Source: an optimization exercise on an open RTL-to-GDS flow (aim: small area). Production flows keep margins and buffers that such runs may drop.
Where RTL was checked, it was by simulation tests only, not by an equivalence proof against the original.
Power figures rest on the tool's default switching activity, not on a simulated workload. No driver is modelled on the clock port, so clocking that relies on it looks cheaper here than on a real chip.

== tundra ==
// rw_bus_codec
module rw_bus_codec #(
    parameter [7:0]   HDR0       = 8'h42,
    parameter [7:0]   HDR1       = 8'h12,
    parameter [7:0]   AL0        = 8'hE1,
    parameter [7:0]   AL1        = 8'hE5,
    parameter [7:0]   DL0        = 8'hE3,
    parameter [7:0]   DL1        = 8'hE7,
    parameter [7:0]   STB        = 8'hFB,
    parameter integer MAX_WRITES = 24
) (
    input  wire       clk,
    input  wire       rst,           
    input  wire       wr_valid,
    output wire       wr_ready,
    input  wire [8:0] wr_addr,
    input  wire [7:0] wr_value,
    input  wire       tick_valid,
    output wire       tick_ready,
    output wire       tx_valid,
    input  wire       tx_ready,
    output wire [7:0] tx_data
);
==> module rw_bus_codec, before the edit <==
module rw_bus_codec #(
    parameter [7:0]   HDR0       = 8'h42,
    parameter [7:0]   HDR1       = 8'h12,
    parameter [7:0]   AL0        = 8'hE1,
    parameter [7:0]   AL1        = 8'hE5,
    parameter [7:0]   DL0        = 8'hE3,
    parameter [7:0]   DL1        = 8'hE7,
    parameter [7:0]   STB        = 8'hFB,
    parameter integer MAX_WRITES = 24
) (
    input  wire       clk,
    input  wire       rst,           
    input  wire       wr_valid,
    output wire       wr_ready,
    input  wire [8:0] wr_addr,
    input  wire [7:0] wr_value,
    input  wire       tick_valid,
    output wire       tick_ready,
    output wire       tx_valid,
    input  wire       tx_ready,
    output wire [7:0] tx_data
);
    localparam [1:0] S_IDLE  = 2'd0,
                     S_START = 2'd1,    
                     S_BODY  = 2'd2,    
                     S_END   = 2'd3;    
    reg [1:0] state;
    reg [24*17-1:0] ring;    
    reg [4:0]  phase;        
    reg [4:0]  nw;           
    reg        half;
    reg [1:0]  m3;
    reg [2:0]  bt;
    reg [6:0]  sr;
    reg        txv;
    wire idle  = (state == S_IDLE);
    wire start = (state == S_START);
    wire body  = (state == S_BODY);
    assign tick_ready = idle;
    assign wr_ready   = idle && (phase == nw);       
    wire do_write = wr_valid && wr_ready;
    wire do_tick  = tick_valid && tick_ready;
    wire tx_fire  = txv && tx_ready;
    assign tx_valid = txv;
    assign tx_data  = {sr, body};
    wire [2:0] bi  = 3'd7 - bt;
    wire       hdr = (m3 == 2'd3);
    wire       done = !hdr && (nw == 5'd0);
    wire       aligned = (phase == {2'b00, bt});
    wire [7:0] a_tap, v_tap;
    genvar k;
    generate
        for (k = 0; k < 8; k = k + 1) begin : gen_tap
            assign a_tap[k] = ring[17*((k + 23) % 24) + 15 - k];
            assign v_tap[k] = ring[17*((k + 23) % 24) + 7 - k];
        end
    endgenerate
    wire g_tap = ring[17*4 + 16];
    reg cbit;        
    reg cst;         
    reg sbit;        
    always @(*) begin
        cst  = 1'b1;
        cbit = 1'b0;
        sbit = g_tap;
        case ({half, m3})
            3'b0_00: begin cbit = AL0[bi]; cst = (bt != 3'd5); end
            3'b0_01: begin cst = 1'b0; sbit = a_tap[bt];       end
            3'b0_10: begin cbit = DL0[bi]; cst = (bt != 3'd5); end
            3'b1_00: begin cst = 1'b0; sbit = v_tap[bt];       end
            3'b1_01: cbit = STB[bi];
            3'b1_10: begin cst = 1'b0; sbit = v_tap[bt];       end
            3'b0_11: cbit = HDR0[bi];
            default: cbit = HDR1[bi];
        endcase
    end
    wire sb = cst ? cbit : sbit;
    wire avail = !done && (cst || aligned);
    wire shift = body && !txv && (avail || done);
    wire fire_take = tx_fire && (start || body) && avail;
    wire adv   = (shift && !done) || fire_take;
    wire nbit  = !done && sb;
    wire last  = adv && half && (m3 == 2'd2) && (bt == 3'd7);
    always @(posedge clk) begin
        ring <= {ring[23*17-1:0], do_write ? {wr_addr, wr_value} : ring[23*17 +: 17]};
        if (!last)
            phase <= (phase[4] & phase[2] & phase[1] & phase[0]) ? 5'd0 : phase + 5'd1;
    end
    always @(posedge clk) begin
        if (do_tick)
            sr <= 7'd0;
        else if (tx_fire)
            sr <= adv ? {6'd1, nbit} : 7'd1;
        else if (shift)
            sr <= {sr[5:0], nbit};
        if (do_tick) begin
            half <= 1'b0;
            m3   <= 2'd3;
            bt   <= 3'd0;
        end else if (adv) begin
            bt <= bt + 3'd1;
            if (bt == 3'd7) begin
                if (m3[1]) begin
                    half <= !half;
                    m3   <= (m3[0] && !half) ? 2'd3 : 2'd0;
                end else begin
                    m3   <= m3 + 2'd1;
                end
            end
        end
        if (rst) begin
            state <= S_IDLE;
            txv   <= 1'b0;
            nw    <= 5'd0;
        end else begin
            if (do_write)
                nw <= nw + 5'd1;
            if (last)
                nw <= nw - 5'd1;
            if (shift)
                txv <= sr[6];
            case (state)
                S_IDLE: if (do_tick) begin
                    state <= S_START;
                    txv   <= 1'b1;
                end
                S_START: if (tx_fire) begin
                    state <= S_BODY;
                    txv   <= 1'b0;
                end
                S_BODY: if (tx_fire) begin
                    if (done)
                        state <= S_END;
                    else
                        txv <= 1'b0;
                end
                default: if (tx_fire) begin
                    state <= S_IDLE;
                    txv   <= 1'b0;
                end
            endcase
        end
    end
endmodule
==> flow/config.mk <==
export PLATFORM = sky130hd
export DESIGN_NAME = rw_bus_codec
export DESIGN_NICKNAME = rw_bus_codec
export VERILOG_FILES = /design/flow/design.v
export SDC_FILE = /design/flow/constraint.sdc
export NUM_CORES = 4
export LEC_CHECK = 0
export CAP_MARGIN = 20
export CORE_MARGIN = 2
export CORE_UTILIZATION = 70
export PLACE_DENSITY = 0.8
export SLEW_MARGIN = 20
==> flow/constraint.sdc <==
create_clock -name core_clock -period 10.0 [get_ports {clk}]
set_input_delay 2.0000 -clock core_clock [delete_from_list [all_inputs] [get_ports {clk}]]
set_output_delay 2.0000 -clock core_clock [all_outputs]
set_load 0.01 [all_outputs]
standard.sh (not shown) runs the stock make flow with config.mk's settings and CLKGATE_MAP_FILE= SYNTH_SCRIPT=/design/flow/synth_recipe.tcl, a recipe that flattens the netlist after the stock synthesis.
==> flow/flow/run.sh <==
#!/bin/bash
# The standard layout (standard.sh) with these changes:
#  - synthesis: abc maps for area (flow/my_synth.tcl) and adders are left to
#    abc (no ADDER_MAP_FILE); registers are the same as the standard synthesis
#  - clock tree: clkbuf_16 only, larger sink clusters, no dummy loads
#  - port buffers: buf_1
# The full make output goes to standard.log; ORFS keeps each step's log.
set -e
export FLOW_WORK=$PWD
export CTS_ARGS="-sink_clustering_enable -repair_clock_nets -dont_use_dummy_load -sink_clustering_size 34 -sink_clustering_max_diameter 80 -buf_list sky130_fd_sc_hd__clkbuf_16 -root_buf sky130_fd_sc_hd__clkbuf_8 -tree_buf sky130_fd_sc_hd__clkbuf_8"
export BUFFER_PORTS_ARGS="-buffer_cell sky130_fd_sc_hd__buf_1"
bash standard.sh SYNTH_SCRIPT=$PWD/flow/my_synth.tcl ADDER_MAP_FILE= finish > standard.log 2>&1
==> flow/flow/my_synth.tcl <==
# The standard flow's synthesis (synth_recipe.tcl: ORFS synthesis without fsm/share, then
# flatten and rename) with one change: abc maps for area with its default
# script instead of ORFS's delay-driven script.
proc abc {args} {
  set keep {}
  set skip 0
  foreach a $args {
    if {$skip} { set skip 0; continue }
    if {$a eq "-script" || $a eq "-D" || $a eq "-constr"} { set skip 1; continue }
    lappend keep $a
  }
  yosys abc {*}$keep
}
source $::env(FLOW_WORK)/synth_recipe.tcl
diff inputs: tundra => harbor
-- flow/design.v --
<<< tundra, line 84
    always @(posedge clk) begin
        ring <= {ring[23*17-1:0], do_write ? {wr_addr, wr_value} : ring[23*17 +: 17]};
        if (!last)
            phase <= (phase[4] & phase[2] & phase[1] & phase[0]) ? 5'd0 : phase + 5'd1;
    end
    always @(posedge clk) begin
>>> harbor, line 84
    always @(posedge clk) begin
        ring <= {ring[23*17-1:0], do_write ? {wr_addr, wr_value} : ring[23*17 +: 17]};
        phase <= (!last && phase[4] && phase[2] && phase[1] && phase[0]) ? 5'd0
                                                                          : phase + {4'd0, !last};
    end
    always @(posedge clk) begin
<<< tundra, line 98
            m3   <= 2'd3;
            bt   <= 3'd0;
        end else if (adv) begin
            bt <= bt + 3'd1;
            if (bt == 3'd7) begin
                if (m3[1]) begin
                    half <= !half;
>>> harbor, line 98
            m3   <= 2'd3;
            bt   <= 3'd0;
        end else begin
            bt <= bt + {2'd0, adv};
            if (adv && bt == 3'd7) begin
                if (m3[1]) begin
                    half <= !half;
<<< tundra, line 114
            nw    <= 5'd0;
        end else begin
            if (do_write)
                nw <= nw + 5'd1;
            if (last)
                nw <= nw - 5'd1;
            if (shift)
                txv <= sr[6];
>>> harbor, line 114
            nw    <= 5'd0;
        end else begin
            nw <= nw + {{4{last}}, do_write || last};
            if (shift)
                txv <= sr[6];
==> summary.txt <==
Compared harbor against tundra; share of the core filled with cells within noise. Compared tundra against harbor; gate count after technology mapping within noise. On cell count, harbor and tundra are neck and neck. harbor — path length in cells of the critical path 6 higher, tundra as reference. Max sequential share of layout area across harbor and tundra: tundra. For total placed cells including tap cells, tundra and harbor come out practically identical. Setup slack for harbor: 200 ps down relative to tundra. In terms of via count, harbor and tundra differ only marginally. harbor vs tundra — worst-case vdd ir drop rose 36%. Share of total power in the clock network delta (tundra -> harbor): insignificant. Endpoint arrival time on the critical path, harbor and tundra: smaller value in tundra. Delta(internal reg-to-reg setup slack, harbor - tundra) < 0.
Function not checked in harbor: the RTL went through the layout flow alone.

-- what the ideal ports hide --
How much do the figures lean on ideal ports? The routed layouts below were timed once more, with nothing changed but the port constraints.
Step 1 assumes that a clkbuf_16 drives the clock port and a buf_2 every other input.
Step 2, shift: input delay + t, output delay - t, t = (earliest + latest rising clock arrival at the registers) / 2. This alone moves slack from input paths to output paths.
a / b / c = no drivers / after step 1 / after step 2; a / b = the first two.
run	t, ns	slack for setup (ns)	slew at the worst register clock pin (ns)
tundra	0.568	5.335 / 5.296 / 5.461	0.12 / 0.12
harbor	0.576	5.132 / 5.132 / 4.621	0.12 / 0.12
After both steps every run listed still meets setup and hold. For harbor, which loses most, drivers alone change the setup slack by 0.000 ns; drivers and shift together by -0.511 ns.
